Context: an optimization exercise on an open-source flow, tuned for small area, a short achievable clock period and few clock cycles. The choices shown serve that exercise and are no tape-out recipe.
The RTL was checked by simulation tests, not by an equivalence proof against the original design.
Power figures rest on the tool's default switching activity, not on a simulated workload.

==> try-sierra <==
// dat_huff
module dat_huff (
    input  wire        clk,
    input  wire        rst,
    input  wire        cmd_valid,
    output wire        cmd_ready,
    input  wire [2:0]  cmd_op,
    input  wire [15:0] cmd_arg,
    input  wire        in_valid,
    output wire        in_ready,
    input  wire [31:0] in_data,
    output reg         sym_valid,
    input  wire        sym_ready,
    output reg  [8:0]  sym_data,
    output reg  [1:0]  err
);
    localparam NS = 285;             
    localparam NG = 36;              
    localparam OP_NOP    = 3'd0;
    localparam OP_CLEAR  = 3'd1;
    localparam OP_SETLEN = 3'd2;
    localparam OP_BUILD  = 3'd3;
    localparam OP_INIT   = 3'd4;
    localparam OP_DECODE = 3'd5;
    localparam ERR_INVALID = 2'd1;
    localparam ERR_CORRUPT = 2'd2;
    localparam S_IDLE  = 3'd0;
    localparam S_BWAIT = 3'd1;
    localparam S_WALK  = 3'd2;
    localparam S_SCAN  = 3'd3;
    localparam S_DEC   = 3'd4;
    reg [2:0] state;
    reg       rdy;
    reg       empty;
    reg       rst_r;                 
    assign cmd_ready = rdy;
    wire acc   = cmd_valid & rdy;
    wire ok    = (err == 2'd0);
    genvar gs, gl, gj;
    reg        c_clr;                
    reg  [8:0] c_sym;                
    reg  [4:0] c_len;
  ...
Settings: LEC_CHECK=0, CAP_MARGIN=20, CORE_MARGIN=2, CORE_UTILIZATION=60, CTS_CLUSTER_DIAMETER=70, CTS_CLUSTER_SIZE=20, SLEW_MARGIN=20; clock period 20.0 ns.
standard.sh (not shown) runs the stock make flow with config.mk's settings and CLKGATE_MAP_FILE= SYNTH_SCRIPT=/design/flow/synth_recipe.tcl, a recipe that flattens the netlist after the stock synthesis.
==> flow/flow/run.sh <==
#!/bin/bash
# The standard layout (standard.sh), with its timing repair aimed at a
# 15 ns setup margin instead of 0, so that repair keeps shortening paths
# well below the 20 ns clock period. The SDC and every other step and
# setting are the standard flow's. make's full output goes to standard.log.
set -euo pipefail
export SETUP_SLACK_MARGIN=15
bash standard.sh > standard.log 2>&1
==> inputs of try-lagoon, as changes to try-sierra <==
--- a/flow/design.v
+++ b/flow/design.v
@@ -40,24 +40,24 @@
     reg  [8:0] c_sym;                
     reg  [4:0] c_len;
     reg  [4:0] c_dh;                 
     reg  [7:0] c_dm;                 
     reg  [7:0] c_dl;                 
     wire [5*288-1:0] lenv;
     assign lenv[5*288-1:5*NS] = {(5*(288-NS)){1'b0}};
     wire len_clr = rst_r | c_clr;
+    wire [4:0] len_d = c_len & {5{~len_clr}};
     generate
         for (gs = 0; gs < NS; gs = gs + 1) begin : g_len
             reg [4:0] q;
+            wire we = len_clr || (c_dh[gs/64] && c_dm[(gs/8)%8] && c_dl[gs%8]);
             always @(posedge clk)
-                if (len_clr)
-                    q <= 5'd0;
-                else if (c_dh[gs/64] && c_dm[(gs/8)%8] && c_dl[gs%8])
-                    q <= c_len;
+                if (we)
+                    q <= len_d;
             assign lenv[5*gs +: 5] = q;
         end
     endgenerate
     reg  [5:0]  sc_g;                
     reg         in_scan;
     wire [5:0]  rd_g    = in_scan ? sc_g : c_sym[8:3];
     wire [39:0] rd_grp  = lenv[40*rd_g +: 40];
     wire [4:0]  old_len = rd_grp[5*c_sym[2:0] +: 5];
==> inputs of try-quartz, as changes to try-sierra <==
--- a/flow/design.v
+++ b/flow/design.v
@@ -40,24 +40,24 @@
     reg  [8:0] c_sym;                
     reg  [4:0] c_len;
     reg  [4:0] c_dh;                 
     reg  [7:0] c_dm;                 
     reg  [7:0] c_dl;                 
     wire [5*288-1:0] lenv;
     assign lenv[5*288-1:5*NS] = {(5*(288-NS)){1'b0}};
     wire len_clr = rst_r | c_clr;
+    wire [4:0] len_d = c_len & {5{~len_clr}};
     generate
         for (gs = 0; gs < NS; gs = gs + 1) begin : g_len
             reg [4:0] q;
+            wire we = len_clr || (c_dh[gs/64] && c_dm[(gs/8)%8] && c_dl[gs%8]);
             always @(posedge clk)
-                if (len_clr)
-                    q <= 5'd0;
-                else if (c_dh[gs/64] && c_dm[(gs/8)%8] && c_dl[gs%8])
-                    q <= c_len;
+                if (we)
+                    q <= len_d;
             assign lenv[5*gs +: 5] = q;
         end
     endgenerate
     reg  [5:0]  sc_g;                
     reg         in_scan;
     wire [5:0]  rd_g    = in_scan ? sc_g : c_sym[8:3];
     wire [39:0] rd_grp  = lenv[40*rd_g +: 40];
     wire [4:0]  old_len = rd_grp[5*c_sym[2:0] +: 5];
@@ -283,16 +283,26 @@
         sym_data <= frp_n ? fe1_n : fe0_n;
     wire dec_done = (dec_left == 16'd0) && !need && !pwv && !r1v && !r2v &&
                     (fcnt == 2'd0 || (fcnt == 2'd1 && pop));
     wire a_dec = acc && ok && cmd_op == OP_DECODE && cmd_arg != 16'd0;
     wire a_inv = acc && ok && (cmd_op[2:1] == 2'b11 ||
                  (cmd_op == OP_SETLEN && cmd_arg[8:0] >= NS));
     wire a_set = acc && ok && cmd_op == OP_SETLEN && cmd_arg[8:0] < NS;
     always @(posedge clk) begin
+        c_dm    <= 8'd1 << cmd_arg[5:3];
+        c_dl    <= 8'd1 << cmd_arg[2:0];
+        c_sym   <= cmd_arg[8:0];
+        c_len   <= cmd_arg[13:9];
+        su_oldp <= old_len != 5'd0;
+        su_new  <= c_len;
+        wn      <= c_rd;
+        wlb     <= wl;
+    end
+    always @(posedge clk) begin
         rst_r <= rst;
         if (rst) begin
             state    <= S_IDLE;
             rdy      <= 1'b1;
             err      <= 2'd0;
             empty    <= 1'b1;
             c_clr    <= 1'b0;
             c_dh     <= 5'd0;
@@ -311,20 +321,16 @@
             frp      <= 1'b0;
             sym_valid <= 1'b0;
             pl_v     <= 1'b0;
             pw_h     <= 5'd0;
             in_scan  <= 1'b0;
         end else begin
             c_clr <= acc && ok && cmd_op == OP_CLEAR;
             c_dh  <= a_set ? (5'd1 << cmd_arg[8:6]) : 5'd0;
-            c_dm  <= 8'd1 << cmd_arg[5:3];
-            c_dl  <= 8'd1 << cmd_arg[2:0];
-            c_sym <= cmd_arg[8:0];
-            c_len <= cmd_arg[13:9];
             if (a_inv)
                 err <= ERR_INVALID;
             if (acc && ok && cmd_op == OP_INIT) begin
                 kc  <= 7'd0;
                 wr  <= {64{1'b1}};
             end
             if (acc && ok && cmd_op == OP_BUILD) begin
                 state <= S_BWAIT;
@@ -336,18 +342,16 @@
                 end else begin
                     state    <= S_DEC;
                     rdy      <= 1'b0;
                     dec_left <= cmd_arg;
                     need     <= !kc[6] && !kc[5];
                 end
             end
             su_v    <= c_dh != 5'd0;
-            su_oldp <= old_len != 5'd0;
-            su_new  <= c_len;
             if (c_clr)
                 dirty <= 1'b0;
             else if (su_v && su_oldp)
                 dirty <= 1'b1;
             pl_v <= 1'b0;
             pw_h <= 5'd0;
             if (pl_p) begin
                 pw_h <= 5'd1 << pl_idx[8:6];
@@ -370,18 +374,16 @@
                 end
                 wl    <= 5'd31;
                 wrd   <= 1'b0;
                 wa    <= 9'd0;
                 wv    <= 9'd0;
                 wst   <= 1'b0;
             end
             S_WALK: begin
-                wn  <= c_rd;
-                wlb <= wl;
                 wl  <= wl - 5'd1;
                 wrd <= 1'b1;
                 if (wrd) begin
                 wa <= w_a;
                 wv <= w_t[9:1] + {8'd0, w_t[0]};
                 if (w_n != 9'd0 && !wst) begin
                     wst  <= 1'b1;
                     lmax <= wlb;
==> qor summary <==
item	try-lagoon	try-sierra	try-quartz
Result of the run	finished clean	finished clean	finished clean
Largest voltage drop on the vdd net	95.0 uV	110 uV	205 uV
Area fraction of the dominant cell type after synthesis	0.670	0.464	0.659
Tapcells inserted	4994	5197	5016
Fraction of standard cell area that is sequential	0.624	0.550	0.615
Critical hold path startpoint	sc_bg[0]	sc_bg[0]	sc_bg[2]
Die outline area	382000 sq um	396000 sq um	384000 sq um
Average size of a mapped cell	15.9 sq um	12.0 sq um	15.0 sq um
Final-stage net count	14700	19400	15600
Net count after synthesis	14700	20000	15600
Arithmetic-cell share of the synthesized area counting full adders, half adders and majority gates	0.0215	0.0207	0.0212
Combinational cell power	0.00345 W	0.00280 W	0.00297 W
Post CTS Setup Buffer Count	53	40	94
Static power due to leakage	84.0 nW	83.2 nW	85.5 nW
Post-layout util	0.659	0.654	0.660
Tightest hold margin	0.424 ns	0.424 ns	0.412 ns
Internal Dissipation	0.0169 W	0.0161 W	0.0168 W
Synth-to-layout area growth	9.32%	8.39%	9.79%
Number of iterations in the first detailed-routing pass	20	14	15
Met2 Resource Use GR	0.564	0.582	0.587
Testbench counts of try-sierra, summed over its fixed seeds: cycles 106,447.
Testbench counts of try-lagoon, summed over its fixed seeds: cycles 106,447.
Testbench counts of try-quartz, summed over its fixed seeds: cycles 106,447.

-- afterwards: timing with drivers on the ports --
How much do the figures lean on ideal ports? The routed layouts below were timed once more, with nothing changed but the port constraints.
Step 1 sets driving cells, clkbuf_16 on the clock port and buf_2 on the other inputs (assumed; they add their load-dependent delay and slew).
Step 2 also shifts input and output timing later by t, the mid clock arrival at the registers, as if the neighbouring blocks saw the same clock.
Slacks: no drivers / after step 1 / after step 2; pairs: no drivers / after step 1.
run | t, ns | setup WS [ns] | worst setup path after step 2 | worst register clock-pin slew, ns | worst data-port slew with drivers (ns)
try-sierra | 1.113 | 14.361 / 14.222 / 13.721 | input to register | 0.09 / 0.09 | 0.33
try-lagoon | 1.075 | 14.426 / 14.303 / 14.008 | input to register | 0.09 / 0.09 | 0.19
try-quartz | 1.101 | 14.437 / 14.306 / 13.619 | input to register | 0.09 / 0.09 | 0.17
After both steps every run listed still meets setup and hold. The setup slack of try-quartz, which loses most, moves by -0.131 ns with the drivers and by -0.818 ns with both steps.
